Context: an optimization exercise on an open-source flow, tuned for small area, a short achievable clock period and few clock cycles. The choices shown serve that exercise and are no tape-out recipe.
RTL that was checked went through simulation tests only; none was proved equivalent to the original.
For runs 4 and 5, only the layout was checked, not whether the RTL still works.
Power is estimated from default activity; no workload was simulated.

==> design.v <==
module ppe_codec (
    input  wire        clk,
    input  wire        rst,
    input  wire        cmd_valid,
    output wire        cmd_ready,
    input  wire [3:0]  cmd_op,
    input  wire [7:0]  cmd_seqaddr,
    input  wire [7:0]  cmd_cmd,
    input  wire [10:0] cmd_len,
    input  wire        in_valid,
    output wire        in_ready,
    input  wire [7:0]  in_data,
    output wire        out_valid,
    input  wire        out_ready,
    output wire [7:0]  out_data,
    output wire        res_valid,
    input  wire        res_ready,
    output wire [3:0]  res_err,
    output wire [15:0] res_crc,
    output wire [7:0]  res_start,
    output wire [7:0]  res_seqaddr,
    output wire [7:0]  res_flen
);
    localparam [3:0] ERR_NONE      = 4'h0;
    localparam [3:0] ERR_TRUNCATED = 4'h5;
    localparam [3:0] ERR_CHECKSUM  = 4'h6;
    localparam [3:0] ERR_TOO_LARGE = 4'h8;
    localparam [3:0] ERR_ILLEGAL   = 4'hF;
    localparam [3:0] S_IDLE  = 4'd0,
                     S_CIN   = 4'd1,    
                     S_CZ    = 4'd2,    
                     S_EH0   = 4'd4,    
                     S_EH1   = 4'd5,    
                     S_EH2   = 4'd6,    
                     S_EH3   = 4'd7,    
                     S_EDATA = 4'd8,    
                     S_D0    = 4'd9,    
                     S_D1    = 4'd10,   
                     S_D2    = 4'd11,   
                     S_PAY   = 4'd12,   
                     S_CK0   = 4'd13,   
                     S_CK1   = 4'd14,   
                     S_SKIP  = 4'd15;   
    reg [3:0]  state;
    reg [10:0] rem;        
    reg        lst;        
    reg [7:0]  pcnt;       
    reg        plst;       
    reg        nneg;       
    reg        nbig;       
    reg [15:0] crc;
    reg [7:0]  start_b;
    reg [7:0]  seqaddr;    
    reg [7:0]  flen;       
    reg        mlo;        
    reg        tcrc;       
    reg        rcrc;       
    reg        hdr;        
    reg        pt;         
    reg [1:0]  ts;         
    reg        ttc;        
    reg        first;      
    reg [3:0]  werr;       
    reg        fp;         
    reg        rv;
    reg        rz;         
    assign res_valid   = rv;
    assign res_err     = werr & {4{~rz}};
    assign res_crc     = crc;
    assign res_start   = start_b;
    assign res_seqaddr = seqaddr;
    assign res_flen    = flen;
    function [10:0] dec11(input [10:0] x);    
        integer k;
        reg     z;
        begin
            z = 1'b1;
            for (k = 0; k < 11; k = k + 1) begin
                dec11[k] = x[k] ^ z;
                z = z & ~x[k];
            end
        end
    endfunction
    function [7:0] dec8(input [7:0] x);       
        integer k;
        reg     z;
        begin
            z = 1'b1;
            for (k = 0; k < 8; k = k + 1) begin
                dec8[k] = x[k] ^ z;
                z = z & ~x[k];
            end
        end
    endfunction
    function [7:0] inc8(input [7:0] x);       
        integer k;
        reg     c;
        begin
            c = 1'b1;
            for (k = 0; k < 8; k = k + 1) begin
                inc8[k] = x[k] ^ c;
                c = c & x[k];
            end
        end
    endfunction
    function lt8(input [7:0] a, input [7:0] b);    
        integer k;
        reg     r;
        begin
            r = 1'b0;
            for (k = 0; k < 8; k = k + 1)
                r = (~a[k] & b[k]) | (~(a[k] ^ b[k]) & r);
            lt8 = r;
        end
    endfunction
    wire slot = ~rv | res_ready;
    wire ta   = |ts;       
    wire st_inc  = (state == S_CIN) | (state == S_D1) | (state == S_D2);
    wire st_inn  = (state == S_D0) | (state == S_CK0) | (state == S_CK1) | (state == S_SKIP);
    wire st_gen  = (state == S_EH0) | hdr;
    assign cmd_ready = slot & ~fp & (state == S_IDLE);
    assign in_ready  = st_inn | (st_inc & ~ta & (~rv | ~rcrc | res_ready)) |
                       (pt & ~ta & out_ready & slot);
    assign out_valid = slot & (ta | st_gen | (pt & in_valid));
    wire pto = pt & ~ta;
    wire s7f = ~pt & ~ta & ~hdr;
    assign out_data  = ({8{pto}} & in_data) | ({8{ts[0]}} & crc[7:0]) | ({8{ts[1]}} & crc[15:8]) |
                       ({8{hdr}} & seqaddr) | {1'b0, {7{s7f}}};
    wire cmd_fire = cmd_valid & cmd_ready;
    wire in_fire  = in_valid & in_ready;
    wire out_fire = out_valid & out_ready;
    wire [7:0]  cbyte = hdr ? seqaddr : in_data;
    wire [15:0] base  = crc | {16{first}};
    wire [7:0]  t     = base[15:8] ^ cbyte;
    wire        p     = (^base[15:8]) ^ (^cbyte);
    wire [15:0] crc_next = {
        base[7] ^ p,
        base[6:2],
        base[1] ^ t[7],
        base[0] ^ t[6] ^ t[7],
        t[5] ^ t[6], t[4] ^ t[5], t[3] ^ t[4], t[2] ^ t[3], t[1] ^ t[2], t[0] ^ t[1],
        p ^ t[0],
        p };
    wire trunc = nneg | (~nbig & lt8(pcnt, in_data));
    wire ok    = mlo & (in_data == crc[15:8]);
    wire cmd_zero = (cmd_len == 11'd0);
    wire cmd_big  = (|cmd_len[10:8]) | (&cmd_len[7:0]);
    wire [10:0] rem_m1 = dec11(rem);
    wire [10:0] rem_m4 = {rem[10:2] - 9'd1, rem[1:0]};
    reg [3:0] state_n;
    reg       fin;         
    reg [3:0] fin_err;
    reg       crc_step;
    reg       crc_ffff;
    reg       tstart;      
    always @* begin
        state_n  = state;
        fin      = 1'b0;
        fin_err  = werr;
        crc_step = 1'b0;
        crc_ffff = 1'b0;
        tstart   = 1'b0;
        case (state)
            S_IDLE: if (cmd_fire) begin
                case (cmd_op)
                    4'h1: state_n = cmd_zero ? S_CZ : S_CIN;
                    4'h2: state_n = cmd_big ? S_SKIP : S_EH0;
                    4'h3: if (cmd_zero) begin fin = 1'b1; fin_err = ERR_TRUNCATED; end
                          else state_n = S_D0;
                    default: if (cmd_zero) begin fin = 1'b1; fin_err = ERR_ILLEGAL; end
                             else state_n = S_SKIP;
                endcase
            end
            S_CIN: if (in_fire) begin
                crc_step = 1'b1;
                if (lst) begin tstart = 1'b1; state_n = S_IDLE; end
            end
            S_CZ: if (~ta & (~rv | ~rcrc | res_ready)) begin
                crc_ffff = 1'b1; tstart = 1'b1; state_n = S_IDLE;
            end
            S_EH0: if (out_fire & ~ta) state_n = S_EH1;
            S_EH1: if (out_fire) begin crc_step = 1'b1; state_n = S_EH2; end
            S_EH2: if (out_fire) begin crc_step = 1'b1; state_n = S_EH3; end
            S_EH3: if (out_fire) begin
                crc_step = 1'b1;
                if (rem == 11'd0) begin tstart = 1'b1; state_n = S_IDLE; end
                else state_n = S_EDATA;
            end
            S_EDATA: if (in_fire) begin
                crc_step = 1'b1;
                if (lst) begin tstart = 1'b1; state_n = S_IDLE; end
            end
            S_D0: if (in_fire) begin
                if (lst) begin fin = 1'b1; fin_err = ERR_TRUNCATED; state_n = S_IDLE; end
                else state_n = S_D1;
            end
            S_D1: if (in_fire) begin
                crc_step = 1'b1;
                if (lst) begin fin = 1'b1; fin_err = ERR_TRUNCATED; state_n = S_IDLE; end
                else state_n = S_D2;
            end
            S_D2: if (in_fire) begin
                crc_step = 1'b1;
                if (lst) begin fin = 1'b1; fin_err = ERR_TRUNCATED; state_n = S_IDLE; end
                else if (trunc) state_n = S_SKIP;
                else if (in_data == 8'd0) state_n = S_CK0;
                else state_n = S_PAY;
            end
            S_PAY: if (in_fire) begin
                crc_step = 1'b1;
                if (plst) state_n = S_CK0;
            end
            S_CK0: if (in_fire) state_n = S_CK1;
            S_CK1: if (in_fire) begin
                if (lst) begin fin = 1'b1; fin_err = ok ? ERR_NONE : ERR_CHECKSUM; state_n = S_IDLE; end
                else state_n = S_SKIP;
            end
            S_SKIP: if (in_fire & lst) begin fin = 1'b1; state_n = S_IDLE; end
            default: ;
        endcase
    end
    wire traise = ts[1] & out_fire;
    wire fraise = (fin | fp) & slot & ~ta;
    wire raise  = traise | fraise;
    always @(posedge clk) begin
        if (rst) begin
            state <= S_IDLE;
            hdr   <= 1'b0;
            pt    <= 1'b0;
            ts    <= 2'd0;
            rv    <= 1'b0;
            fp    <= 1'b0;
        end else begin
            state <= state_n;
            hdr   <= (state_n == S_EH1) | (state_n == S_EH2) | (state_n == S_EH3);
            pt    <= (state_n == S_EDATA) | (state_n == S_PAY);
            if (tstart) ts <= 2'd1;
            else if (out_fire & ta) ts <= {ts[0], 1'b0};
            rv    <= raise | (rv & ~res_ready);
            fp    <= (fin | fp) & ~fraise;
        end
    end
    always @(posedge clk) begin
        if (raise) rz <= traise;
        if (raise) rcrc <= traise & ttc;
        if (tstart) ttc <= tcrc;
        if (fin) werr <= fin_err;
        if (crc_step) crc <= crc_next;
        else if (crc_ffff) crc <= 16'hFFFF;
        if (hdr & out_fire) begin
            seqaddr <= flen;
            flen    <= pcnt;
        end
        if (cmd_fire) first <= 1'b1;
        else if (crc_step) first <= 1'b0;
        if (cmd_fire) begin
            rem  <= cmd_len;
            lst  <= (cmd_len == 11'd1);
            tcrc <= (cmd_op == 4'h1);
            if (~fin) werr <= (cmd_op == 4'h2) ? ERR_TOO_LARGE : ERR_ILLEGAL;
            if (cmd_op == 4'h2) begin
                seqaddr <= cmd_seqaddr;
                pcnt    <= cmd_cmd;
                flen    <= inc8(cmd_len[7:0]);
            end
        end else if (in_fire) begin
            rem <= rem_m1;
            lst <= (rem == 11'd2);
        end
        if (in_fire) begin
            case (state)
                S_D0: start_b <= in_data;
                S_D1: begin
                    seqaddr <= in_data;
                    pcnt    <= rem_m4[7:0];
                    nneg    <= rem_m4[10];
                    nbig    <= ~rem_m4[10] & (|rem_m4[9:8]);
                end
                S_D2: begin
                    flen <= in_data;
                    pcnt <= in_data;
                    plst <= (in_data == 8'd1);
                    if (trunc) werr <= ERR_TRUNCATED;
                end
                S_PAY: begin
                    pcnt <= dec8(pcnt);
                    plst <= (pcnt == 8'd2);
                end
                S_CK0: mlo <= (in_data == crc[7:0]);
                S_CK1: werr <= ok ? ERR_NONE : ERR_CHECKSUM;
                default: ;
            endcase
        end
    end
endmodule
==> flow/run.sh <==
#!/bin/bash
# Standard layout, but the port buffers are plain buf_1 cells instead of the
# resizer's default pick (a 0.5 ns delay buffer).
set -euo pipefail
export BUFFER_PORTS_ARGS="-buffer_cell sky130_fd_sc_hd__buf_1"
bash standard.sh > standard_flow.log 2>&1
==> standard.sh <==
#!/bin/bash
# synth_recipe.tcl (not shown) runs the flow's synth.tcl, then flattens the netlist and writes it again
# the make line also repeats each setting of config.mk as NAME=value (left out here)
make -C /OpenROAD-flow-scripts/flow DESIGN_CONFIG=/design/flow/config.mk WORK_HOME=/design/flow/orfs CLKGATE_MAP_FILE= SYNTH_SCRIPT=/design/flow/synth_recipe.tcl "${@:-finish}"
==> config.mk <==
export PLATFORM = sky130hd
export DESIGN_NAME = ppe_codec
export DESIGN_NICKNAME = ppe_codec
export VERILOG_FILES = /design/flow/design.v
export SDC_FILE = /design/flow/constraint.sdc
export NUM_CORES = 4
export LEC_CHECK = 0
export ABC_AREA = 1
export CAP_MARGIN = 20
export CORE_MARGIN = 2
export CORE_UTILIZATION = 60
export CTS_BUF_LIST = sky130_fd_sc_hd__clkbuf_8
export CTS_CLUSTER_DIAMETER = 100
export CTS_CLUSTER_SIZE = 40
export SETUP_SLACK_MARGIN = 1.6
export SLEW_MARGIN = 20
==> constraint.sdc <==
create_clock -name core_clock -period 4.5 [get_ports {clk}]
set_input_delay 0.9000 -clock core_clock [delete_from_list [all_inputs] [get_ports {clk}]]
set_output_delay 0.9000 -clock core_clock [all_outputs]
set_load 0.01 [all_outputs]
==> results of run 1 <==
==> worst max-delay path by stage <==
stage | slack [ns] | depth (start not counted) | start | to
2_1_floorplan | 1.82 | 10 | res_ready | crc[0]
3_3_place_gp | 1.18 | 11 | res_ready | crc[14]
3_5_place_dp | 0.97 | 11 | res_ready | crc[14]
4_1_cts | 1.66 | 11 | ts[1] | crc[7]
5_1_grt | 1.61 | 8 | ts[1] | out_data[1]
6_report | 1.71 | 8 | ts[1] | out_data[1]
==> state kept, by name (all words and copies together) (netlist names), 4 cells and up <==
name / flops
pcnt: 8
start_b: 8
state: 4
rem: 11
seqaddr: 8
werr: 4
flen: 8
crc: 16
==> layout by cell type (no fill, tap or decap), types with 9 or more instances in the layout <==
master and count:
dfxtp_1 39, o21ai_1 17, inv_1 101, a21oi_1 31, buf_1 100, ha_1 34, edfxtp_1 44, nand3_1 44
o21ai_0 68, nor2_1 64, xnor2_1 24, xor2_1 18, inv_2 10, o211ai_1 12, nand2_1 154, clkbuf_8 10
nand2_2 9
==> synthesized netlist by cell type, types with 2 or more instances <==
cell	count
edfxtp_1	44
nor3_2	2
o221ai_1	6
inv_2	11
nor3b_1	3
nand2_1	157
buf_4	2
a31oi_1	8
nor3_1	6
o22ai_1	8
o211ai_1	12
o2111ai_1	4
nand4_1	7
nor2_2	6
buf_2	4
o21bai_1	2
nor4_1	5
o32ai_1	2
o21ai_2	2
o21ai_1	17
a21oi_2	2
nor2_4	4
clkbuf_1	14
a21oi_1	31
nor2_1	66
o21ai_0	68
xnor2_1	24
ha_1	34
or2_2	2
o31ai_1	2
dfxtp_1	39
nand2_2	7
nand3_1	45
xor2_1	18
inv_1	100
==> report_power, final <==
part | internal (mW) | switching (mW) | total [mW] | leakage (nW)
Combinational | 0.695 | 1.39 | 2.08 | 1.91
Clock | 0.323 | 0.300 | 0.623 | 0.111
Sequential | 1.10 | 0.223 | 1.33 | 0.684
==> per-stage QoR <==
step	utilization, %	hold WS (ns)	setup slack (ns)	std cells
floorplan	-	0.400	1.82	775
global placement	67.5	0.476	1.18	988
detailed placement	67.5	0.482	0.968	988
CTS	69.9	0.495	1.66	1004
global route	70.2	0.518	1.61	1004
finish	70.2	0.497	1.71	1004
==> routing by layer <==
| layer | wire length (um) | GRT usage [%] | vias up |
|---|---|---|---|
| li1 | - | - | 2792 |
| met1 | 7100 | 45.8 | 2652 |
| met2 | 7910 | 55.2 | 296 |
| met3 | 1530 | 5.54 | 30 |
| met4 | 360 | 11.6 | 0 |
| met5 | 0 | 0 | - |
==> area by class of cell <==
class	instances	area, um2
Clock buffer	10	138
Clock inverter	6	80.1
Fill cell	826	2770
Inverter	112	427
Multi-Input combinational cell	559	3190
Sequential cell	83	2100
Tap cell	129	161
Timing Repair Buffer	105	413
==> cell families after synthesis <==
logic type	after synthesis
fa+ha+maj	34
simple gates	314
compound gates	169
flops	83
xor+xnor	42
buf+inv	133
==> critical path: cells and delay by family (launching register included) <==
family,cells,cell delay [ns]
AND/OR/NAND/NOR,4,0.59
flip-flops,1,0.40
AO/OA/AOI/OAI,2,0.16
buffers and inverters,2,0.37
==> what timing repair did <==
item | CTS | global route
gates cloned | 0 | 0
endpoints found under the setup margin | 19 | 34
hold buffers | 0 | 0
hold endpoints to repair | 0 | 0
gates resized for setup | 3 | 8
==> flow_summary.html, run 1 <==
<table>
<tr><th>Metric</th><th>Value</th></tr>
<tr><th colspan="2">Drt</th></tr>
<tr><td>Routed length per placed instance</td><td>16.8 um</td></tr>
<tr><td>Vias per inst</td><td>5.75</td></tr>
<tr><td>Remaining routing DRC violations</td><td>0</td></tr>
<tr><td>Remaining number of nets flagged by the antenna check after routing</td><td>0</td></tr>
<tr><td>Detailed-routing iteration count for the pre-antenna-repair pass</td><td>7</td></tr>
<tr><td>Starting DRT DRC Count</td><td>approximately 440</td></tr>
<tr><td>Final wirelength</td><td>16.9 mm</td></tr>
<tr><td>Total via count after detailed routing</td><td>5770</td></tr>
<tr><th colspan="2">Global route</th></tr>
<tr><td>Total global routing track utilization</td><td>33.8%</td></tr>
<tr><td>Via count of the first global-routing pass</td><td>5450</td></tr>
<tr><td>Maximum number of pins on one net before global-route repair</td><td>37</td></tr>
<tr><td>Grt ovf</td><td>0</td></tr>
<tr><td>First-pass GRT wire length</td><td>27.2 mm</td></tr>
<tr><td>Initial antenna violation count</td><td>0</td></tr>
<tr><th colspan="2">Placed design</th></tr>
<tr><td>Total half-perimeter wirelength after legalization and detailed placement</td><td>roughly 13 mm</td></tr>
<tr><td>Routability-driven placement congestion ratio</td><td>1.01</td></tr>
<tr><td>Area after DPL</td><td>~6300 um2</td></tr>
<tr><td>Count of buffers inserted at the top-level ports</td><td>100</td></tr>
<tr><th colspan="2">STA</th></tr>
<tr><td>Final period demand of the worst path</td><td>2.79 ns</td></tr>
<tr><td>Period utilisation layout</td><td>between 60% and 70%</td></tr>
<tr><td>Setup TNS</td><td>0 ns</td></tr>
<tr><td>Post-Route Skew</td><td>~0.013 ns</td></tr>
<tr><td>Number of setup violations in the final report</td><td>0</td></tr>
<tr><td>Setup repair after global routing missed its margin</td><td>false</td></tr>
<tr><td>Achievable Freq</td><td>358 MHz</td></tr>
<tr><td>Least-Margin Pin Slew</td><td>0.722 ns</td></tr>
<tr><td>Max-slew violations</td><td>0</td></tr>
<tr><td>Relative slew slack</td><td>51.7%</td></tr>
<tr><td>Total count of hold-check failures in the final report</td><td>0</td></tr>
<tr><th colspan="2">Worst setup path</th></tr>
<tr><td>Highest net fanout along the worst path</td><td>9</td></tr>
<tr><td>Critical path cell sequence</td><td>inv_2 &gt; nand2_2 &gt; nor2_4 &gt; nand2_1 &gt; o21ai_0 &gt; a21oi_1 &gt; nand3_1 &gt; buf_1</td></tr>
<tr><td>Critical Path Sink Type</td><td>primary output</td></tr>
<tr><td>Reg2reg path depth</td><td>12</td></tr>
<tr><td>Required time at the endpoint of the critical path</td><td>about 3.6 ns</td></tr>
<tr><td>Startpoint types</td><td>register</td></tr>
<tr><td>Internal reg-to-reg setup slack</td><td>1.81 ns</td></tr>
<tr><td>Delay of the slowest cell on the worst path</td><td>0.40 ns</td></tr>
<tr><td>Cell at the slowest stage of the critical path</td><td>dfxtp_1</td></tr>
<tr><td>Start-to-end type of the worst setup path</td><td>register to primary output</td></tr>
<tr><td>Worst flop-to-flop path startpoint</td><td>rem[1]</td></tr>
<tr><td>Reg-to-Reg End</td><td>rem[10]</td></tr>
<tr><td>Data arrival, critical path</td><td>about 1.9 ns</td></tr>
<tr><th colspan="2">Flow run</th></tr>
<tr><td>Number of max-capacitance violations reported</td><td>0</td></tr>
<tr><th colspan="2">Synth</th></tr>
<tr><td>Most used flip-flop cell after synthesis</td><td>edfxtp_1</td></tr>
<tr><td>Portion of the post-synthesis area used by sequential elements</td><td>a little over a third</td></tr>
<tr><td>Multiplexer share of the synthesized area</td><td>0%</td></tr>
<tr><td>Top cell type's share of synthesized area</td><td>22.9%</td></tr>
<tr><td>Number of enable flip-flop cells after synthesis</td><td>44</td></tr>
<tr><td>Post-synthesis cell type count</td><td>46</td></tr>
<tr><td>Number of nets produced by synthesis</td><td>approximately 850</td></tr>
<tr><td>Synthesized-area fraction occupied by and/or/nand/nor cells</td><td>between 20% and 30%</td></tr>
<tr><td>Post-synthesis compound-gate area fraction</td><td>17.1%</td></tr>
<tr><td>Post-synth top area cell</td><td>edfxtp_1</td></tr>
<tr><td>Biggest area contributors in the synthesized netlist</td><td>edfxtp_1 (23%), dfxtp_1 (14%), nand2_1 (10%)</td></tr>
<tr><td>Arithmetic-cell share of the synthesized area counting full adders, half adders and majority gates</td><td>7.36%</td></tr>
<tr><td>Xor and xnor fraction of the mapped netlist area</td><td>6.37%</td></tr>
<tr><td>Post-synthesis register bit count</td><td>83</td></tr>
<tr><td>Post-synthesis average cell area</td><td>7.46 um2</td></tr>
<tr><td>Largest family of logic cells by synthesized area</td><td>simple AND/OR/NAND/NOR gates</td></tr>
<tr><td>Share of flip-flops with an asynchronous set or reset after synthesis</td><td>0%</td></tr>
<tr><td>Synth warn</td><td>1</td></tr>
<tr><td>Cell Area, Synth</td><td>5780 um2</td></tr>
<tr><td>Number of instances in the synthesized netlist</td><td>approximately 780</td></tr>
<tr><th colspan="2">Die</th></tr>
<tr><td>Number of rows created at floorplan</td><td>35</td></tr>
<tr><td>Num ports</td><td>101</td></tr>
<tr><td>Horizontal die dimension</td><td>102 um</td></tr>
<tr><td>Floorplan die height</td><td>102 um</td></tr>
<tr><td>Initial standard-cell utilization of the core</td><td>62.3%</td></tr>
<tr><td>Core outline area</td><td>9280 um2</td></tr>
<tr><td>Area of the die</td><td>10400 um2</td></tr>
<tr><th colspan="2">Cells and area</th></tr>
<tr><td>Antenna fix cells</td><td>0</td></tr>
<tr><td>Share of cells above drive strength 1</td><td>under 10%</td></tr>
<tr><td># nets final</td><td>~950</td></tr>
<tr><td>Final design area excluding fillers</td><td>around 6500 um2</td></tr>
<tr><td>Area Overhead vs Synth</td><td>12.7%</td></tr>
<tr><th colspan="2">Power</th></tr>
<tr><td>Worst voltage drop across the vdd grid</td><td>388 uV</td></tr>
<tr><td>Total leakage power</td><td>2.70 nW</td></tr>
<tr><td>Cell Pwr Density</td><td>619 nW/um2</td></tr>
<tr><td>Power after layout</td><td>slightly above 4 mW</td></tr>
<tr><th colspan="2">Status</th></tr>
<tr><td>Status</td><td>timing/DRC/antenna clean</td></tr>
<tr><th colspan="2">CTS</th></tr>
<tr><td>H-tree depth</td><td>3</td></tr>
<tr><td>Largest buffer count on any clock path</td><td>2</td></tr>
<tr><td>Buffers inserted by post-CTS timing repair</td><td>0</td></tr>
<tr><td>CTS Sinks</td><td>83</td></tr>
<tr><td>Buffer cell driving the clock tree root</td><td>clkbuf_8</td></tr>
<tr><td>CTS tree</td><td>built</td></tr>
<tr><td>Clock-pin transition on the worst setup and hold timing paths</td><td>0.08 ns</td></tr>
<tr><td>Clock buffers created by TritonCTS</td><td>9</td></tr>
<tr><td>Latest clock arrival within the worst-skew pair</td><td>0.38 ns</td></tr>
<tr><th colspan="2">Hold path</th></tr>
<tr><td>Worst hold endpoint</td><td>pcnt[2]</td></tr>
<tr><td>Min-Delay Path Depth</td><td>2</td></tr>
<tr><td>Class of the worst hold path</td><td>register to register</td></tr>
<tr><td>Worst hold start</td><td>pcnt[2]</td></tr>
</table>
Testbench counts, summed over its fixed seeds: cycles 47,088.
==> run 2, diff against run 1 <==
--- a/config.mk
+++ b/config.mk
@@ -13,4 +13,4 @@
 export CTS_CLUSTER_DIAMETER = 100
 export CTS_CLUSTER_SIZE = 40
-export SETUP_SLACK_MARGIN = 1.6
+export SETUP_SLACK_MARGIN = 2.05
 export SLEW_MARGIN = 20
==> flow_summary.html, run 2 <==
<table>
<tr><th>Metric</th><th>Value</th></tr>
<tr><th colspan="2">Synth</th></tr>
<tr><td>Post-synthesis register bit count</td><td>83 (unchanged)</td></tr>
<tr><td>Most used standard cell by instance count after synthesis</td><td>nand2_1</td></tr>
<tr><td>Xor and xnor fraction of the mapped netlist area</td><td>6.37% (unchanged)</td></tr>
<tr><td>Biggest area contributors in the synthesized netlist</td><td>edfxtp_1 (23%), dfxtp_1 (14%), nand2_1 (10%)</td></tr>
<tr><td>Synthesized-area fraction occupied by and/or/nand/nor cells</td><td>23.9% (unchanged)</td></tr>
<tr><td>Cell Area, Synth</td><td>5780 um2 (unchanged)</td></tr>
<tr><td>Largest family of logic cells by synthesized area</td><td>simple AND/OR/NAND/NOR gates</td></tr>
<tr><td>Post-synthesis compound-gate area fraction</td><td>17.1% (unchanged)</td></tr>
<tr><td>Portion of the post-synthesis area used by sequential elements</td><td>36.4% (unchanged)</td></tr>
<tr><td>Arithmetic-cell share of the synthesized area counting full adders, half adders and majority gates</td><td>7.36% (unchanged)</td></tr>
<tr><td>Post-synthesis cell type count</td><td>46 (unchanged)</td></tr>
<tr><td>Top cell type's share of synthesized area</td><td>22.9% (unchanged)</td></tr>
<tr><td>Most used flip-flop cell after synthesis</td><td>edfxtp_1</td></tr>
<tr><td>List of most frequent post-synthesis cells</td><td>nand2_1 (157), inv_1 (100), o21ai_0 (68)</td></tr>
<tr><td>Share of flip-flops with an asynchronous set or reset after synthesis</td><td>0% (unchanged)</td></tr>
<tr><td>Number of enable flip-flop cells after synthesis</td><td>44 (unchanged)</td></tr>
<tr><td>Multiplexer share of the synthesized area</td><td>0% (unchanged)</td></tr>
<tr><td>Post-synthesis average cell area</td><td>7.46 um2 (unchanged)</td></tr>
<tr><td>Number of instances in the synthesized netlist</td><td>775 (unchanged)</td></tr>
<tr><td>Synth warn</td><td>1 (unchanged)</td></tr>
<tr><td>Post-synth top area cell</td><td>edfxtp_1</td></tr>
<tr><td>Number of nets produced by synthesis</td><td>854 (unchanged)</td></tr>
<tr><th colspan="2">STA</th></tr>
<tr><td>Post-Route Skew</td><td>0.0159 ns (+0.00262 ns)</td></tr>
<tr><td>Achievable Freq</td><td>399 MHz (+11%)</td></tr>
<tr><td>Max-slew violations</td><td>0 (unchanged)</td></tr>
<tr><td>Least-Margin Pin Slew</td><td>0.763 ns (+0.0414 ns)</td></tr>
<tr><td>Worst setup margin</td><td>1.99 ns (+0.285 ns)</td></tr>
<tr><td>Total count of hold-check failures in the final report</td><td>0 (unchanged)</td></tr>
<tr><td>Period utilisation layout</td><td>55.7% (-6.3 points)</td></tr>
<tr><td>Relative slew slack</td><td>48.9% (-2.8 points)</td></tr>
<tr><td>Final period demand of the worst path</td><td>2.51 ns (-0.285 ns)</td></tr>
<tr><td>Setup repair after global routing missed its margin</td><td>true</td></tr>
<tr><td>Setup TNS</td><td>0 ns (unchanged)</td></tr>
<tr><td>Number of setup violations in the final report</td><td>0 (unchanged)</td></tr>
<tr><th colspan="2">CTS</th></tr>
<tr><td>Total of hold buffers inserted after clock tree synthesis</td><td>0 (unchanged)</td></tr>
<tr><td>Buffer cell driving the clock tree root</td><td>clkbuf_8</td></tr>
<tr><td>H-tree depth</td><td>3 (unchanged)</td></tr>
<tr><td>Latest clock arrival within the worst-skew pair</td><td>0.37 ns (about the same)</td></tr>
<tr><td>CTS Sinks</td><td>83 (unchanged)</td></tr>
<tr><td>Largest buffer count on any clock path</td><td>2 (unchanged)</td></tr>
<tr><td>Clock-pin transition on the worst setup and hold timing paths</td><td>0.09 ns (about the same)</td></tr>
<tr><td>CTS tree</td><td>built</td></tr>
<tr><td>Clock buffers created by TritonCTS</td><td>9 (unchanged)</td></tr>
<tr><th colspan="2">Cells and area</th></tr>
<tr><td>Antenna fix cells</td><td>0 (unchanged)</td></tr>
<tr><td>Most used cells in the layout excluding fill and tap cells</td><td>nand2_1 (142), inv_1 (95), buf_1 (86)</td></tr>
<tr><td>Registers with the highest flip-flop counts</td><td>crc x16, rem x11</td></tr>
<tr><td>Util after Layout</td><td>78.3% (+8.2 points)</td></tr>
<tr><td># nets final</td><td>983 (+3.6%)</td></tr>
<tr><td>Flip-flop and latch area</td><td>2130 um2 (+1.2%)</td></tr>
<tr><td>Flip-flop count of the largest register, all copies and words added</td><td>16 (unchanged)</td></tr>
<tr><td>Most frequent standard cell in the layout excluding fill and tap cells</td><td>nand2_1</td></tr>
<tr><td>Filler cells</td><td>677 (-18%)</td></tr>
<tr><td>Biggest register</td><td>crc</td></tr>
<tr><td>Share of cells above drive strength 1</td><td>19.5% (+12 points)</td></tr>
<tr><td>Area Overhead vs Synth</td><td>25.8%</td></tr>
<tr><td>Multi-input logic area</td><td>3570 um2 (+12%)</td></tr>
<tr><th colspan="2">Drt</th></tr>
<tr><td>Remaining number of nets flagged by the antenna check after routing</td><td>0 (unchanged)</td></tr>
<tr><td>Final wirelength</td><td>18.9 mm (+12%)</td></tr>
<tr><td>Total via count after detailed routing</td><td>6213 (+7.7%)</td></tr>
<tr><td>Vias per inst</td><td>5.99 (+4.2%)</td></tr>
<tr><td>Detailed-routing iteration count for the pre-antenna-repair pass</td><td>8 (+1)</td></tr>
<tr><td>Remaining routing DRC violations</td><td>0 (unchanged)</td></tr>
<tr><td>Starting DRT DRC Count</td><td>557 (+25%)</td></tr>
<tr><td>Routed length per placed instance</td><td>18.2 um (+8.1%)</td></tr>
<tr><th colspan="2">Flow run</th></tr>
<tr><td>Number of max-capacitance violations reported</td><td>0 (unchanged)</td></tr>
<tr><th colspan="2">Global route</th></tr>
<tr><td>Met3 Usage GRT</td><td>5.20% (-0.34 points)</td></tr>
<tr><td>Total global routing track utilization</td><td>35.1% (+1.3 points)</td></tr>
<tr><td>Initial antenna violation count</td><td>0 (unchanged)</td></tr>
<tr><td>Grt ovf</td><td>0 (unchanged)</td></tr>
<tr><td>Maximum number of pins on one net before global-route repair</td><td>37 (unchanged)</td></tr>
<tr><td>GRT busiest layer</td><td>met2</td></tr>
<tr><td>GR Layer Usage met1</td><td>48.7% (+2.9 points)</td></tr>
<tr><td>Met2 capacity usage during global routing</td><td>57.0% (+1.8 points)</td></tr>
<tr><td>Via count of the first global-routing pass</td><td>5667 (+4.0%)</td></tr>
<tr><td>First-pass GRT wire length</td><td>28.2 mm (+3.7%)</td></tr>
<tr><th colspan="2">Worst setup path</th></tr>
<tr><td>Highest net fanout along the worst path</td><td>11 (+2)</td></tr>
<tr><td>Reg2reg path depth</td><td>16 (+4)</td></tr>
<tr><td>Start-to-end type of the worst setup path</td><td>input port to register</td></tr>
<tr><td>Critical Path Sink Type</td><td>register</td></tr>
<tr><td>Reg-to-Reg End</td><td>hdr</td></tr>
<tr><td>Source of the critical timing path</td><td>res_ready</td></tr>
<tr><td>Startpoint types</td><td>input port</td></tr>
<tr><td>Data arrival, critical path</td><td>2.76 ns (+0.87 ns)</td></tr>
<tr><td>Internal reg-to-reg setup slack</td><td>2.07 ns (+0.26 ns)</td></tr>
<tr><td>Worst flop-to-flop path startpoint</td><td>state[0]</td></tr>
<tr><td>Required time at the endpoint of the critical path</td><td>4.76 ns (+1.16 ns)</td></tr>
<tr><th colspan="2">Placed design</th></tr>
<tr><td>Worst setup slack before clock tree synthesis</td><td>1.26 ns (+0.291 ns)</td></tr>
<tr><td>Total half-perimeter wirelength after legalization and detailed placement</td><td>13.0 mm (-0.67%)</td></tr>
<tr><td>Routability-driven placement congestion ratio</td><td>0.990 (-1.5%)</td></tr>
<tr><td>Count of buffers inserted at the top-level ports</td><td>100 (unchanged)</td></tr>
<tr><th colspan="2">Hold path</th></tr>
<tr><td>Worst hold endpoint</td><td>pcnt[2]</td></tr>
<tr><td>Min-Delay Path Depth</td><td>2 (unchanged)</td></tr>
<tr><td>Worst hold start</td><td>pcnt[2]</td></tr>
<tr><td>Class of the worst hold path</td><td>register to register</td></tr>
<tr><th colspan="2">Power</th></tr>
<tr><td>Cell Pwr Density</td><td>619 nW/um2 (about the same)</td></tr>
<tr><td>Worst voltage drop across the vdd grid</td><td>386 uV (-0.64%)</td></tr>
<tr><td>Total leakage power</td><td>2.99 nW (+11%)</td></tr>
<tr><th colspan="2">Die</th></tr>
<tr><td>Initial standard-cell utilization of the core</td><td>62.3% (unchanged)</td></tr>
<tr><td>Num ports</td><td>101 (unchanged)</td></tr>
<tr><td>Number of rows created at floorplan</td><td>35 (unchanged)</td></tr>
<tr><td>Core outline area</td><td>9280 um2 (unchanged)</td></tr>
<tr><td>Floorplan die height</td><td>102 um (unchanged)</td></tr>
<tr><td>Area of the die</td><td>10400 um2 (unchanged)</td></tr>
<tr><td>Horizontal die dimension</td><td>102 um (unchanged)</td></tr>
<tr><th colspan="2">Status</th></tr>
<tr><td>Status</td><td>timing/DRC/antenna clean</td></tr>
</table>
-- run 2: cell counts after synthesis --
Identical to the previous run, type by type.
-- run 2: logic make-up (layout without fill, tap and decap cells) --
| group | after synthesis | count (layout) |
|---|---|---|
| and+or+nand+nor | 314 | 315 |
| AOI/OAI and AO/OA | 169 | 169 |
| buffers and inverters | 133 | 266 |
| DFF | 83 | 83 |
| xor gates and xnor gates | 42 | 42 |
| adders and majority gates | 34 | 34 |
-- run 2: per-layer routing --
layer  wire [um]  share of wire, %  vias to the layer above
met5           0                 0                        -
met4         406               2.1                        0
met3        1850               9.8                       43
met2        8960                47                      381
met1        7670                41                     2920
li1            -                 -                     2869
-- run 2: critical path, cell delays in order --
cell        delay, ns
buf_6            0.10
nor2_4           0.20
nor2_4           0.06
a21oi_2          0.13
nand2_2          0.08
buf_4            0.15
nand2_8          0.10
clkinvlp_4       0.17
o21ai_0          0.18
o21ai_0          0.18
nor2_1           0.25
nand3_2          0.14
nand2_1          0.08
inv_1            0.04
-- run 2: repair_timing --
action	in CTS	in global routing
cloned	1	0
endpoints found under the setup margin	84	77
endpoints found under the hold margin	0	0
gates resized for setup	67	76
buffers inserted	17	18
pin swaps	11	31
-- run 2: worst max path at each step --
stage | slack, ns | cells past startpoint | end
after floorplan | 2.05 | 15 | rv
after global placement | 1.36 | 14 | hdr
after detailed placement | 1.26 | 14 | hdr
after CTS | 2.00 | 7 | out_data[4]
after global routing | 1.95 | 14 | hdr
final | 1.99 | 14 | hdr
-- run 2: per-stage QoR --
step | power, mW | instance area [um2] | hold WS (ns) | instances
6_report | 4.50 | 7270 | 0.490 | 1038
5_1_grt | 4.80 | 7270 | 0.501 | 1038
4_1_cts | 4.10 | 6780 | 0.490 | 1020
3_5_place_dp | 3.35 | 6260 | 0.475 | 986
3_3_place_gp | 3.30 | 6260 | 0.476 | 986
2_1_floorplan | 2.76 | 5790 | 0.400 | 775
-- run 2: where the power goes --
group	switching (mW)	internal, mW	leakage, nW
clock	0.302	0.289	0.109
combinational	1.57	0.960	2.19
sequential	0.256	1.12	0.689
-- run 2: final cells by class --
cell class | instances | share of cell area, %
Multi-Input combinational cell | 560 | 49.1
Sequential cell | 83 | 29.2
Timing Repair Buffer | 138 | 10.4
Inverter | 112 | 6.06
Clock inverter | 5 | 0.843
Tap cell | 129 | 2.22
Clock buffer | 11 | 2.08
==> run 3, diff against run 2 <==
--- a/config.mk
+++ b/config.mk
@@ -13,4 +13,4 @@
 export CTS_CLUSTER_DIAMETER = 100
 export CTS_CLUSTER_SIZE = 40
-export SETUP_SLACK_MARGIN = 2.05
+export SETUP_SLACK_MARGIN = 1.8
 export SLEW_MARGIN = 20
==> flow_summary.html, run 3 <==
<table>
<tr><th>Metric</th><th>Value</th></tr>
<tr><th colspan="2">STA</th></tr>
<tr><td>Setup repair after global routing missed its margin</td><td>false</td></tr>
<tr><td>Worst hold margin</td><td>0.495 ns (+0.00514 ns)</td></tr>
<tr><td>Achievable Freq</td><td>380 MHz (-4.9%)</td></tr>
<tr><td>Relative slew slack</td><td>50.8% (+1.8 points)</td></tr>
<tr><td>Post-Route Skew</td><td>0.0118 ns (-0.00406 ns)</td></tr>
<tr><td>Max-slew violations</td><td>0 (unchanged)</td></tr>
<tr><td>Least-Margin Pin Slew</td><td>0.736 ns (-0.0276 ns)</td></tr>
<tr><td>Number of setup violations in the final report</td><td>0 (unchanged)</td></tr>
<tr><td>Final period demand of the worst path</td><td>2.63 ns (+0.129 ns)</td></tr>
<tr><td>Period utilisation layout</td><td>58.5% (+2.9 points)</td></tr>
<tr><td>Setup TNS</td><td>0 ns (unchanged)</td></tr>
<tr><td>Total count of hold-check failures in the final report</td><td>0 (unchanged)</td></tr>
<tr><th colspan="2">Cells and area</th></tr>
<tr><td>Antenna fix cells</td><td>0 (unchanged)</td></tr>
<tr><td>Filler cells</td><td>814 (+20%)</td></tr>
<tr><td>Util after Layout</td><td>71.0% (-7.4 points)</td></tr>
<tr><td># nets final</td><td>952 (-3.2%)</td></tr>
<tr><td>Most frequent standard cell in the layout excluding fill and tap cells</td><td>nand2_1</td></tr>
<tr><td>Biggest register</td><td>crc</td></tr>
<tr><td>Registers with the highest flip-flop counts</td><td>crc x16, rem x11</td></tr>
<tr><td>Share of cells above drive strength 1</td><td>9.45% (-10 points)</td></tr>
<tr><td>Area Overhead vs Synth</td><td>14.0%</td></tr>
<tr><td>Non-filler cells in the finished layout</td><td>1007 (-3.0%)</td></tr>
<tr><td>Most used cells in the layout excluding fill and tap cells</td><td>nand2_1 (153), inv_1 (99), buf_1 (97)</td></tr>
<tr><td>Flip-flop count of the largest register, all copies and words added</td><td>16 (unchanged)</td></tr>
<tr><th colspan="2">Die</th></tr>
<tr><td>Num ports</td><td>101 (unchanged)</td></tr>
<tr><td>Initial standard-cell utilization of the core</td><td>62.3% (unchanged)</td></tr>
<tr><td>Horizontal die dimension</td><td>102 um (unchanged)</td></tr>
<tr><td>Area of the die</td><td>10400 um2 (unchanged)</td></tr>
<tr><td>Core outline area</td><td>9280 um2 (unchanged)</td></tr>
<tr><td>Floorplan die height</td><td>102 um (unchanged)</td></tr>
<tr><td>Number of rows created at floorplan</td><td>35 (unchanged)</td></tr>
<tr><th colspan="2">Worst setup path</th></tr>
<tr><td>Data arrival, critical path</td><td>1.73 ns (-1.03 ns)</td></tr>
<tr><td>Reg2reg path depth</td><td>12 (-4)</td></tr>
<tr><td>Required time at the endpoint of the critical path</td><td>3.60 ns (-1.16 ns)</td></tr>
<tr><td>Start-to-end type of the worst setup path</td><td>input port to primary output</td></tr>
<tr><td>Startpoint types</td><td>input port</td></tr>
<tr><td>Reg-to-Reg End</td><td>rem[10]</td></tr>
<tr><td>Critical Path Sink Type</td><td>primary output</td></tr>
<tr><td>Worst flop-to-flop path startpoint</td><td>rem[1]</td></tr>
<tr><td>Highest net fanout along the worst path</td><td>8 (-3)</td></tr>
<tr><td>Internal reg-to-reg setup slack</td><td>1.90 ns (-0.17 ns)</td></tr>
<tr><th colspan="2">Drt</th></tr>
<tr><td>Routed length per placed instance</td><td>17.0 um (-6.6%)</td></tr>
<tr><td>Final wirelength</td><td>17.1 mm (-9.3%)</td></tr>
<tr><td>Remaining number of nets flagged by the antenna check after routing</td><td>0 (unchanged)</td></tr>
<tr><td>Detailed-routing iteration count for the pre-antenna-repair pass</td><td>5 (-3)</td></tr>
<tr><td>Vias per inst</td><td>5.84 (-2.5%)</td></tr>
<tr><td>Starting DRT DRC Count</td><td>506 (-9.2%)</td></tr>
<tr><td>Total via count after detailed routing</td><td>5876 (-5.4%)</td></tr>
<tr><td>Remaining routing DRC violations</td><td>0 (unchanged)</td></tr>
<tr><th colspan="2">CTS</th></tr>
<tr><td>CTS Sinks</td><td>83 (unchanged)</td></tr>
<tr><td>Buffer cell driving the clock tree root</td><td>clkbuf_8</td></tr>
<tr><td>H-tree depth</td><td>3 (unchanged)</td></tr>
<tr><td>Latest clock arrival within the worst-skew pair</td><td>0.37 ns (about the same)</td></tr>
<tr><td>Clock-pin transition on the worst setup and hold timing paths</td><td>0.08 ns (about the same)</td></tr>
<tr><td>Largest buffer count on any clock path</td><td>2 (unchanged)</td></tr>
<tr><td>Clock buffers created by TritonCTS</td><td>9 (unchanged)</td></tr>
<tr><td>CTS tree</td><td>built</td></tr>
<tr><th colspan="2">Power</th></tr>
<tr><td>Power after layout</td><td>4.09 mW (-9.1%)</td></tr>
<tr><td>Worst voltage drop across the vdd grid</td><td>399 uV (+3.4%)</td></tr>
<tr><td>Total leakage power</td><td>2.73 nW (-8.6%)</td></tr>
<tr><td>Cell Pwr Density</td><td>620 nW/um2 (+0.29%)</td></tr>
<tr><th colspan="2">Synth</th></tr>
<tr><td>Number of nets produced by synthesis</td><td>854 (unchanged)</td></tr>
<tr><td>Post-synthesis average cell area</td><td>7.46 um2 (unchanged)</td></tr>
<tr><td>Synth warn</td><td>1 (unchanged)</td></tr>
<tr><td>Post-synth top area cell</td><td>edfxtp_1</td></tr>
<tr><td>Most used standard cell by instance count after synthesis</td><td>nand2_1</td></tr>
<tr><td>Arithmetic-cell share of the synthesized area counting full adders, half adders and majority gates</td><td>7.36% (unchanged)</td></tr>
<tr><td>Largest family of logic cells by synthesized area</td><td>simple AND/OR/NAND/NOR gates</td></tr>
<tr><td>Post-synthesis register bit count</td><td>83 (unchanged)</td></tr>
<tr><td>Synthesized-area fraction occupied by and/or/nand/nor cells</td><td>23.9% (unchanged)</td></tr>
<tr><td>Cell Area, Synth</td><td>5780 um2 (unchanged)</td></tr>
<tr><td>Most used flip-flop cell after synthesis</td><td>edfxtp_1</td></tr>
<tr><td>Number of instances in the synthesized netlist</td><td>775 (unchanged)</td></tr>
<tr><td>Portion of the post-synthesis area used by sequential elements</td><td>36.4% (unchanged)</td></tr>
<tr><td>Biggest area contributors in the synthesized netlist</td><td>edfxtp_1 (23%), dfxtp_1 (14%), nand2_1 (10%)</td></tr>
<tr><td>Multiplexer share of the synthesized area</td><td>0% (unchanged)</td></tr>
<tr><td>Xor and xnor fraction of the mapped netlist area</td><td>6.37% (unchanged)</td></tr>
<tr><td>Post-synthesis cell type count</td><td>46 (unchanged)</td></tr>
<tr><td>Number of enable flip-flop cells after synthesis</td><td>44 (unchanged)</td></tr>
<tr><td>Top cell type's share of synthesized area</td><td>22.9% (unchanged)</td></tr>
<tr><td>Post-synthesis compound-gate area fraction</td><td>17.1% (unchanged)</td></tr>
<tr><td>List of most frequent post-synthesis cells</td><td>nand2_1 (157), inv_1 (100), o21ai_0 (68)</td></tr>
<tr><td>Share of flip-flops with an asynchronous set or reset after synthesis</td><td>0% (unchanged)</td></tr>
<tr><th colspan="2">Placed design</th></tr>
<tr><td>Total half-perimeter wirelength after legalization and detailed placement</td><td>13.1 mm (+0.67%)</td></tr>
<tr><td>Count of buffers inserted at the top-level ports</td><td>100 (unchanged)</td></tr>
<tr><td>Placed cell count</td><td>988 (+0.20%)</td></tr>
<tr><td>Routability-driven placement congestion ratio</td><td>1.01 (+1.6%)</td></tr>
<tr><th colspan="2">Hold path</th></tr>
<tr><td>Class of the worst hold path</td><td>register to register</td></tr>
<tr><td>Min-Delay Path Depth</td><td>2 (unchanged)</td></tr>
<tr><td>Worst hold start</td><td>pcnt[2]</td></tr>
<tr><td>Worst hold endpoint</td><td>pcnt[2]</td></tr>
<tr><th colspan="2">Status</th></tr>
<tr><td>Status</td><td>timing/DRC/antenna clean</td></tr>
<tr><th colspan="2">Global route</th></tr>
<tr><td>Grt ovf</td><td>0 (unchanged)</td></tr>
<tr><td>Maximum number of pins on one net before global-route repair</td><td>37 (unchanged)</td></tr>
<tr><td>Via count of the first global-routing pass</td><td>5462 (-3.6%)</td></tr>
<tr><td>First-pass GRT wire length</td><td>27.4 mm (-2.8%)</td></tr>
<tr><td>Total global routing track utilization</td><td>34.1% (-1.0 points)</td></tr>
<tr><td>Initial antenna violation count</td><td>0 (unchanged)</td></tr>
<tr><th colspan="2">Flow run</th></tr>
<tr><td>Number of max-capacitance violations reported</td><td>0 (unchanged)</td></tr>
</table>
[run 3: cell counts after synthesis]
No cell type changed its count.
[run 3: kinds of logic (layout without fill, tap and decap cells)]
| logic type | Yosys count | after routing |
|---|---|---|
| XOR/XNOR | 42 | 42 |
| flip-flops | 83 | 83 |
| AND/OR/NAND/NOR | 314 | 315 |
| adder cells (fa/ha/maj) | 34 | 34 |
| AO/OA/AOI/OAI | 169 | 169 |
| buffers and inverters | 133 | 235 |
[run 3: how the worst max path moves through the flow]
stage | from | to | slack (ns) | depth (start not counted)
finish | in_data[7] | out_data[7] | 1.87 | 4
global route | state[3] | in_ready | 1.80 | 5
CTS | rem[1] | rem[10] | 1.80 | 12
detailed placement | res_ready | crc[14] | 0.97 | 11
global placement | res_ready | crc[14] | 1.18 | 11
floorplan | res_ready | crc[0] | 1.82 | 10
[run 3: cell type report]
| class | instances | area [um2] | area share, % |
|---|---|---|---|
| Clock buffer | 10 | 138 | 2.09 |
| Sequential cell | 83 | 2110 | 32.0 |
| Multi-Input combinational cell | 560 | 3240 | 49.1 |
| Timing Repair Buffer | 107 | 432 | 6.55 |
| Inverter | 112 | 434 | 6.59 |
| Tap cell | 129 | 161 | 2.45 |
| Clock inverter | 6 | 80.1 | 1.22 |
[run 3: power breakdown]
group | internal, mW | switching [mW] | leakage (nW)
clock network | 0.323 | 0.296 | 0.111
registers | 1.11 | 0.227 | 0.685
logic | 0.713 | 1.42 | 1.94
total | 2.14 | 1.94 | 2.73
[run 3: repair_timing]
action                                  4_1_cts  5_1_grt
hold buffers                                  0        0
endpoints found under the setup margin       31       60
gates resized for setup                       7       28
buffers inserted                              1        1
gates cloned                                  1        0
pin swaps                                     0        3
[run 3: critical path, stage by stage]
cell and delay [ns]:
buf_1 0.40, nand2_1 0.11, o2111ai_1 0.14, buf_1 0.19
[run 3: routing by layer]
layer / routed length [um] / vias up / global-route usage [%]
met4: 495 / 0 / 11.6
met2: 7910 / 330 / 55.2
met5: 0 / - / 0
met3: 1560 / 50 / 5.61
li1: - / 2807 / -
met1: 7160 / 2689 / 46.6
[run 3: stage by stage]
| stage | setup slack, ns | area, um2 |
|---|---|---|
| after CTS | 1.80 | 6520 |
| after detailed placement | 0.968 | 6260 |
| final | 1.87 | 6590 |
| after global routing | 1.80 | 6590 |
| after floorplan | 1.82 | 5780 |
| after global placement | 1.18 | 6260 |
==> run 4, diff against run 3 <==
--- a/design.v
+++ b/design.v
@@ -121,6 +121,6 @@
     assign cmd_ready = slot & ~fp & (state == S_IDLE);
     assign in_ready  = st_inn | (st_inc & ~ta & (~rv | ~rcrc | res_ready)) |
-                       (pt & ~ta & out_ready & slot);
-    assign out_valid = slot & (ta | st_gen | (pt & in_valid));
+                       (pt & ~ta & out_ready & ~rv);
+    assign out_valid = ~rv & (ta | st_gen | (pt & in_valid));
     wire pto = pt & ~ta;
     wire s7f = ~pt & ~ta & ~hdr;
--- a/config.mk
+++ b/config.mk
@@ -13,4 +13,4 @@
 export CTS_CLUSTER_DIAMETER = 100
 export CTS_CLUSTER_SIZE = 40
-export SETUP_SLACK_MARGIN = 1.8
+export SETUP_SLACK_MARGIN = 1.9
 export SLEW_MARGIN = 20
==> flow_summary.html, run 4 <==
<table>
<tr><th>Metric</th><th>Value</th></tr>
<tr><th colspan="2">Cells and area</th></tr>
<tr><td>Biggest register</td><td>crc</td></tr>
<tr><td>Most used cells in the layout excluding fill and tap cells</td><td>nand2_1 (145), inv_1 (93), buf_1 (89)</td></tr>
<tr><td>Area Overhead vs Synth</td><td>13.1%</td></tr>
<tr><td>Filler cells</td><td>879 (+8.0%)</td></tr>
<tr><td>Flip-flop count of the largest register, all copies and words added</td><td>16 (unchanged)</td></tr>
<tr><td>Share of cells above drive strength 1</td><td>12.3% (+2.8 points)</td></tr>
<tr><td>Antenna fix cells</td><td>0 (unchanged)</td></tr>
<tr><td>Registers with the highest flip-flop counts</td><td>crc x16, rem x11</td></tr>
<tr><td>Non-filler cells in the finished layout</td><td>997 (-0.99%)</td></tr>
<tr><td># nets final</td><td>938 (-1.5%)</td></tr>
<tr><td>Most frequent standard cell in the layout excluding fill and tap cells</td><td>nand2_1</td></tr>
<tr><th colspan="2">Drt</th></tr>
<tr><td>Final wirelength</td><td>16.7 mm (-2.3%)</td></tr>
<tr><td>Total via count after detailed routing</td><td>5736 (-2.4%)</td></tr>
<tr><td>Starting DRT DRC Count</td><td>481 (-4.9%)</td></tr>
<tr><td>Routed length per placed instance</td><td>16.8 um (-1.3%)</td></tr>
<tr><td>Remaining routing DRC violations</td><td>0 (unchanged)</td></tr>
<tr><td>Remaining number of nets flagged by the antenna check after routing</td><td>0 (unchanged)</td></tr>
<tr><td>Detailed-routing iteration count for the pre-antenna-repair pass</td><td>6 (+1)</td></tr>
<tr><td>Vias per inst</td><td>5.75 (-1.4%)</td></tr>
<tr><th colspan="2">STA</th></tr>
<tr><td>Post-Route Skew</td><td>0.00672 ns (-0.00509 ns)</td></tr>
<tr><td>Worst hold margin</td><td>0.445 ns (-0.0498 ns)</td></tr>
<tr><td>Setup repair after global routing missed its margin</td><td>true</td></tr>
<tr><td>Final period demand of the worst path</td><td>2.56 ns (-0.0755 ns)</td></tr>
<tr><td>Period utilisation layout</td><td>56.9% (-1.7 points)</td></tr>
<tr><td>Setup TNS</td><td>0 ns (unchanged)</td></tr>
<tr><td>Relative slew slack</td><td>51.9% (+1.2 points)</td></tr>
<tr><td>Total count of hold-check failures in the final report</td><td>0 (unchanged)</td></tr>
<tr><td>Max-slew violations</td><td>0 (unchanged)</td></tr>
<tr><td>Achievable Freq</td><td>391 MHz (+2.9%)</td></tr>
<tr><td>Least-Margin Pin Slew</td><td>0.703 ns (-0.0328 ns)</td></tr>
<tr><td>Number of setup violations in the final report</td><td>0 (unchanged)</td></tr>
<tr><th colspan="2">Synth</th></tr>
<tr><td>Portion of the post-synthesis area used by sequential elements</td><td>35.9% (-0.47 points)</td></tr>
<tr><td>Post-synthesis register bit count</td><td>83 (unchanged)</td></tr>
<tr><td>Share of flip-flops with an asynchronous set or reset after synthesis</td><td>0% (unchanged)</td></tr>
<tr><td>Number of nets produced by synthesis</td><td>844 (-1.2%)</td></tr>
<tr><td>Cell Area, Synth</td><td>5850 um2 (+1.3%)</td></tr>
<tr><td>Post-synthesis cell type count</td><td>49 (+6.5%)</td></tr>
<tr><td>Most used flip-flop cell after synthesis</td><td>edfxtp_1</td></tr>
<tr><td>Biggest area contributors in the synthesized netlist</td><td>edfxtp_1 (23%), dfxtp_1 (13%), nand2_1 (9.4%)</td></tr>
<tr><td>List of most frequent post-synthesis cells</td><td>nand2_1 (147), inv_1 (97), nor2_1 (60)</td></tr>
<tr><td>Top cell type's share of synthesized area</td><td>22.6% (-0.29 points)</td></tr>
<tr><td>Synth warn</td><td>1 (unchanged)</td></tr>
<tr><td>Number of instances in the synthesized netlist</td><td>765 (-1.3%)</td></tr>
<tr><td>Number of enable flip-flop cells after synthesis</td><td>44 (unchanged)</td></tr>
<tr><td>Post-synth top area cell</td><td>edfxtp_1</td></tr>
<tr><td>Post-synthesis average cell area</td><td>7.65 um2 (+2.6%)</td></tr>
<tr><td>Most used standard cell by instance count after synthesis</td><td>nand2_1</td></tr>
<tr><th colspan="2">Die</th></tr>
<tr><td>Core outline area</td><td>9640 um2 (+3.8%)</td></tr>
<tr><td>Initial standard-cell utilization of the core</td><td>60.7% (-1.5 points)</td></tr>
<tr><td>Number of rows created at floorplan</td><td>36 (+2.9%)</td></tr>
<tr><td>Floorplan die height</td><td>103 um (+0.62%)</td></tr>
<tr><td>Num ports</td><td>101 (unchanged)</td></tr>
<tr><td>Area of the die</td><td>10600 um2 (+1.2%)</td></tr>
<tr><td>Horizontal die dimension</td><td>103 um (+0.62%)</td></tr>
<tr><th colspan="2">Worst setup path</th></tr>
<tr><td>Critical path cell sequence</td><td>nor2_4 &gt; inv_2 &gt; or3_4 &gt; o211ai_1 &gt; buf_2</td></tr>
<tr><td>Worst flop-to-flop path startpoint</td><td>rem[1]</td></tr>
<tr><td>Reg-to-Reg End</td><td>rem[10]</td></tr>
<tr><td>Reg2reg path depth</td><td>12 (unchanged)</td></tr>
<tr><td>Delay of the slowest cell on the worst path</td><td>0.41 ns (about the same)</td></tr>
<tr><td>Dominant delay contributor by cell family on the critical path</td><td>simple AND/OR/NAND/NOR gates</td></tr>
<tr><td>Source of the critical timing path</td><td>ts[1]</td></tr>
<tr><td>Critical path destination</td><td>out_data[5]</td></tr>
<tr><td>Critical Path Sink Type</td><td>primary output</td></tr>
<tr><td>Highest net fanout along the worst path</td><td>10 (+2)</td></tr>
<tr><td>Cell at the slowest stage of the critical path</td><td>dfxtp_4</td></tr>
<tr><td>Number of buffer and inverter stages on the critical path</td><td>2 (unchanged)</td></tr>
<tr><td>Internal reg-to-reg setup slack</td><td>2.01 ns (+0.11 ns)</td></tr>
<tr><td>Data arrival, critical path</td><td>1.66 ns (-0.07 ns)</td></tr>
<tr><td>Number of cells on the critical path</td><td>5 (+1)</td></tr>
<tr><td>Startpoint types</td><td>register</td></tr>
<tr><td>Required time at the endpoint of the critical path</td><td>3.60 ns (about the same)</td></tr>
<tr><td>Start-to-end type of the worst setup path</td><td>register to primary output</td></tr>
<tr><th colspan="2">Placed design</th></tr>
<tr><td>Total half-perimeter wirelength after legalization and detailed placement</td><td>13.1 mm (+0.29%)</td></tr>
<tr><td>Routability-driven placement congestion ratio</td><td>0.985 (-2.0%)</td></tr>
<tr><td>Placed cell count</td><td>975 (-1.3%)</td></tr>
<tr><td>Count of buffers inserted at the top-level ports</td><td>100 (unchanged)</td></tr>
<tr><th colspan="2">Global route</th></tr>
<tr><td>Via count of the first global-routing pass</td><td>5085 (-6.9%)</td></tr>
<tr><td>Initial antenna violation count</td><td>0 (unchanged)</td></tr>
<tr><td>Maximum number of pins on one net before global-route repair</td><td>39 (+5.4%)</td></tr>
<tr><td>First-pass GRT wire length</td><td>26.1 mm (-5.0%)</td></tr>
<tr><td>Grt ovf</td><td>0 (unchanged)</td></tr>
<tr><td>Total global routing track utilization</td><td>32.5% (-1.6 points)</td></tr>
<tr><th colspan="2">CTS</th></tr>
<tr><td>Buffer cell driving the clock tree root</td><td>clkbuf_8</td></tr>
<tr><td>Largest buffer count on any clock path</td><td>2 (unchanged)</td></tr>
<tr><td>Clock buffers created by TritonCTS</td><td>9 (unchanged)</td></tr>
<tr><td>Total of hold buffers inserted after clock tree synthesis</td><td>0 (unchanged)</td></tr>
<tr><td>Latest clock arrival within the worst-skew pair</td><td>0.37 ns (about the same)</td></tr>
<tr><td>CTS tree</td><td>built</td></tr>
<tr><td>H-tree depth</td><td>3 (unchanged)</td></tr>
<tr><td>CTS Sinks</td><td>83 (unchanged)</td></tr>
<tr><td>Clock-pin transition on the worst setup and hold timing paths</td><td>0.09 ns (about the same)</td></tr>
<tr><th colspan="2">Status</th></tr>
<tr><td>Status</td><td>timing/DRC/antenna clean</td></tr>
<tr><th colspan="2">Flow run</th></tr>
<tr><td>Number of max-capacitance violations reported</td><td>0 (unchanged)</td></tr>
<tr><th colspan="2">Hold path</th></tr>
<tr><td>Class of the worst hold path</td><td>register to register</td></tr>
<tr><th colspan="2">Power</th></tr>
<tr><td>Power after layout</td><td>4.12 mW (+0.69%)</td></tr>
<tr><td>Total leakage power</td><td>2.80 nW (+2.6%)</td></tr>
<tr><td>Worst voltage drop across the vdd grid</td><td>350 uV (-12%)</td></tr>
<tr><td>Cell Pwr Density</td><td>622 nW/um2 (+0.20%)</td></tr>
</table>
==> run 4: power breakdown <==
| group | switching (mW) | leakage [nW] | internal [mW] |
|---|---|---|---|
| registers | 0.248 | 0.687 | 1.11 |
| clock network | 0.284 | 0.0873 | 0.253 |
| logic | 1.41 | 2.03 | 0.809 |
| total | 1.94 | 2.80 | 2.17 |
==> run 4: per-layer routing <==
layer / wire length [um] / vias to the layer above / track usage (%)
met5: 0 / - / 0
met4: 486 / 0 / 13.6
met3: 1460 / 41 / 5.36
met2: 7630 / 282 / 50.3
met1: 7160 / 2622 / 45.3
li1: - / 2791 / -
==> run 4: worst min-delay path by stage <==
stage          from  end  slack [ns]  cells after the start
2_1_floorplan  tcrc  ttc        0.40                      0
3_3_place_gp   tcrc  ttc        0.44                      0
3_5_place_dp   tcrc  ttc        0.44                      0
4_1_cts        tcrc  ttc        0.46                      0
5_1_grt        tcrc  ttc        0.47                      0
6_report       tcrc  ttc        0.45                      0
==> run 4: stage by stage <==
step	area (um2)	setup slack (ns)	util [%]
6_report	6620	1.94	68.7
4_1_cts	6520	1.86	67.6
5_1_grt	6620	1.84	68.7
2_1_floorplan	5850	1.94	-
3_3_place_gp	6270	1.39	65.1
3_5_place_dp	6270	1.31	65.1
==> run 4: kinds of logic after synthesis <==
logic type	synth area share (%)
AND/OR/NAND/NOR	23.6
AO/OA/AOI/OAI	16.9
buffers and inverters	9.79
flip-flops	35.9
XOR/XNOR	6.58
adder cells (fa/ha/maj)	7.27
==> run 4: timing repair <==
action	in CTS	in global routing
gates cloned	0	0
gates resized for setup	19	27
endpoints found under the setup margin	49	58
buffers inserted	2	4
==> run 4: worst reg2reg max path, stage by stage (launching register included) <==
cell and delay, ns:
edfxtp_1 0.37, inv_1 0.06, ha_2 0.18, ha_2 0.17
ha_1 0.18, ha_1 0.18, ha_1 0.18, ha_1 0.18
ha_1 0.18, ha_1 0.18, ha_1 0.18, xnor2_1 0.11
o21ai_0 0.09
==> run 4: layout make-up <==
cell class                      count  area (um2)  share of cell area [%]
Sequential cell                    83        2110                    31.9
Clock buffer                        9         124                    1.87
Multi-Input combinational cell    540        3240                    49.0
Tap cell                          133         166                    2.51
Timing Repair Buffer              107         444                    6.71
Inverter                          118         464                    7.01
Clock inverter                      7        68.8                    1.04
==> run 5, diff against run 4 <==
--- a/design.v
+++ b/design.v
@@ -119,12 +119,16 @@
     wire st_inn  = (state == S_D0) | (state == S_CK0) | (state == S_CK1) | (state == S_SKIP);
     wire st_gen  = (state == S_EH0) | hdr;
+    reg [7:0] gbyte;
+    always @* begin
+        if (ts[0])      gbyte = crc[7:0];
+        else if (ts[1]) gbyte = crc[15:8];
+        else if (hdr)   gbyte = seqaddr;
+        else            gbyte = 8'h7F;
+    end
     assign cmd_ready = slot & ~fp & (state == S_IDLE);
     assign in_ready  = st_inn | (st_inc & ~ta & (~rv | ~rcrc | res_ready)) |
-                       (pt & ~ta & out_ready & ~rv);
-    assign out_valid = ~rv & (ta | st_gen | (pt & in_valid));
-    wire pto = pt & ~ta;
-    wire s7f = ~pt & ~ta & ~hdr;
-    assign out_data  = ({8{pto}} & in_data) | ({8{ts[0]}} & crc[7:0]) | ({8{ts[1]}} & crc[15:8]) |
-                       ({8{hdr}} & seqaddr) | {1'b0, {7{s7f}}};
+                       (pt & ~ta & out_ready & slot);
+    assign out_valid = slot & (ta | st_gen | (pt & in_valid));
+    assign out_data  = (pt & ~ta) ? in_data : gbyte;
     wire cmd_fire = cmd_valid & cmd_ready;
     wire in_fire  = in_valid & in_ready;
--- a/config.mk
+++ b/config.mk
@@ -13,4 +13,4 @@
 export CTS_CLUSTER_DIAMETER = 100
 export CTS_CLUSTER_SIZE = 40
-export SETUP_SLACK_MARGIN = 1.9
+export SETUP_SLACK_MARGIN = 1.6
 export SLEW_MARGIN = 20
==> flow_summary.html, run 5 <==
<table>
<tr><th>Metric</th><th>Value</th></tr>
<tr><th colspan="2">Worst setup path</th></tr>
<tr><td>Internal reg-to-reg setup slack</td><td>1.79 ns (-0.22 ns)</td></tr>
<tr><td>Data arrival, critical path</td><td>1.94 ns (+0.28 ns)</td></tr>
<tr><td>Critical path destination</td><td>out_data[6]</td></tr>
<tr><td>Source of the critical timing path</td><td>in_data[6]</td></tr>
<tr><td>Critical Path Sink Type</td><td>primary output</td></tr>
<tr><td>Reg-to-Reg End</td><td>rem[10]</td></tr>
<tr><th colspan="2">Placed design</th></tr>
<tr><td>Count of buffers inserted at the top-level ports</td><td>100 (unchanged)</td></tr>
<tr><th colspan="2">CTS</th></tr>
<tr><td>CTS Sinks</td><td>83 (unchanged)</td></tr>
<tr><td>H-tree depth</td><td>3 (unchanged)</td></tr>
<tr><td>Clock-pin transition on the worst setup and hold timing paths</td><td>0.09 ns (about the same)</td></tr>
<tr><td>Largest buffer count on any clock path</td><td>2 (unchanged)</td></tr>
<tr><td>Clock buffers created by TritonCTS</td><td>9 (unchanged)</td></tr>
<tr><th colspan="2">STA</th></tr>
<tr><td>Post-Route Skew</td><td>0.0195 ns (+0.0127 ns)</td></tr>
<tr><td>Least-Margin Pin Slew</td><td>0.830 ns (+0.127 ns)</td></tr>
<tr><td>Final period demand of the worst path</td><td>2.84 ns (+0.278 ns)</td></tr>
<tr><td>Setup repair after global routing missed its margin</td><td>true</td></tr>
<tr><td>Relative slew slack</td><td>44.4% (-7.5 points)</td></tr>
<tr><th colspan="2">Synth</th></tr>
<tr><td>Portion of the post-synthesis area used by sequential elements</td><td>36.1% (+0.19 points)</td></tr>
<tr><td>Most used standard cell by instance count after synthesis</td><td>nand2_1</td></tr>
<tr><td>Top cell type's share of synthesized area</td><td>22.7% (+0.12 points)</td></tr>
<tr><td>Number of instances in the synthesized netlist</td><td>791 (+3.4%)</td></tr>
<tr><td>Biggest area contributors in the synthesized netlist</td><td>edfxtp_1 (23%), dfxtp_1 (13%), nand2_1 (11%)</td></tr>
<tr><td>Cell Area, Synth</td><td>5820 um2 (-0.51%)</td></tr>
<tr><td>Post-synth top area cell</td><td>edfxtp_1</td></tr>
<tr><td>Synth warn</td><td>1 (unchanged)</td></tr>
<tr><th colspan="2">Hold path</th></tr>
<tr><td>Class of the worst hold path</td><td>register to register</td></tr>
<tr><th colspan="2">Die</th></tr>
<tr><td>Number of rows created at floorplan</td><td>35 (-2.8%)</td></tr>
<tr><td>Initial standard-cell utilization of the core</td><td>62.4% (+1.7 points)</td></tr>
<tr><th colspan="2">Drt</th></tr>
<tr><td>Total via count after detailed routing</td><td>5823 (+1.5%)</td></tr>
<tr><td>Remaining routing DRC violations</td><td>0 (unchanged)</td></tr>
<tr><th colspan="2">Cells and area</th></tr>
<tr><td># nets final</td><td>967 (+3.1%)</td></tr>
<tr><td>Final design area excluding fillers</td><td>6570 um2 (-0.81%)</td></tr>
<tr><th colspan="2">Power</th></tr>
<tr><td>Total leakage power</td><td>2.85 nW (+1.7%)</td></tr>
<tr><th colspan="2">Status</th></tr>
<tr><td>Status</td><td>timing/DRC/antenna clean</td></tr>
</table>
[run 5: cell types whose count changed in the layout (fill, tap and decap cells not counted), moves of 8 or more]
cell,change
o21ai_0,+43
nor2_1,+18
buf_2,-8
buf_1,+9
nand2_1,+20
inv_2,-11
o21ai_1,-26
inv_1,+18
[run 5: layer usage]
layer / vias to the layer above / GRT usage [%] / wire [um] / share of wire, %
met5: - / 0 / 0 / 0
met3: 49 / 6.24 / 1480 / 8.9
met4: 0 / 11.1 / 517 / 3.1
li1: 2831 / - / - / -
met1: 2633 / 42.9 / 7010 / 42
met2: 310 / 52.7 / 7640 / 46
[run 5: stage by stage]
step / util [%] / std cells
2_1_floorplan: - / 791
3_3_place_gp: 67.6 / 1002
3_5_place_dp: 67.6 / 1002
4_1_cts: 69.8 / 1018
5_1_grt: 70.4 / 1022
6_report: 70.4 / 1022
[run 5: repair_timing]
action / CTS / global route
gates resized for setup: 6 / 11
pin swaps: 0 / 1
setup endpoints to repair: 27 / 36
hold buffers: 0 / 0
cloned: 0 / 1
buffers inserted: 0 / 3
[run 5: cell type report]
type / instances / area (um2) / area share [%]
Inverter: 121 / 464 / 7.07
Tap cell: 129 / 161 / 2.46
Clock inverter: 7 / 66.3 / 1.01
Multi-Input combinational cell: 565 / 3210 / 48.8
Timing Repair Buffer: 108 / 438 / 6.67
Clock buffer: 9 / 124 / 1.89
Sequential cell: 83 / 2110 / 32.1
[run 5: cell families after synthesis]
family                     after synthesis  share of synthesized area, %
xor gates and xnor gates                47                          7.07
buffers and inverters                  144                          9.50
and+or+nand+nor                        325                          23.5
AOI/OAI and AO/OA                      158                          16.6
adders and majority gates               34                          7.30
DFF                                     83                          36.1
[run 5: critical path, stage by stage]
cell and delay [ns]:
buf_1 0.37, inv_1 0.21, o21ai_0 0.26, buf_1 0.19
[run 5: how the worst min path moves through the flow]
stage	end	slack [ns]	cells after the start	start
3_5_place_dp	ttc	0.41	0	tcrc
4_1_cts	ttc	0.44	0	tcrc
6_report	ttc	0.43	0	tcrc
2_1_floorplan	ttc	0.40	0	tcrc
5_1_grt	ttc	0.45	0	tcrc
3_3_place_gp	ttc	0.42	0	tcrc
[run 5: where the power goes]
group / switching [mW] / internal (mW) / total [mW]
logic: 1.28 / 0.736 / 2.01
clock network: 0.324 / 0.218 / 0.541
registers: 0.229 / 1.08 / 1.31
total: 1.83 / 2.04 / 3.87

re-timing with driven ports:
The flow's constraints put no driver on any port. The routed layouts listed below were extracted and timed again, unchanged, in two steps. Step 1 assumes that a clkbuf_16 drives the clock port and a buf_2 every other input. Step 2 times the ports against the registers' clock, not the clock port: input delays grow and output delays shrink by t, the midpoint of the rising clock arrivals with the driver on. Slacks: no drivers / after step 1 / after step 2; pairs: no drivers / after step 1.
run	t (ns)	slack for setup (ns)
run 1	0.406	1.710 / 1.673 / 1.502
run 2	0.393	1.995 / 1.980 / 1.605
run 3	0.401	1.866 / 1.842 / 1.505
run 4	0.405	1.941 / 1.905 / 1.660
run 5	0.390	1.663 / 1.640 / 1.348
After both steps every run listed still meets setup and hold.
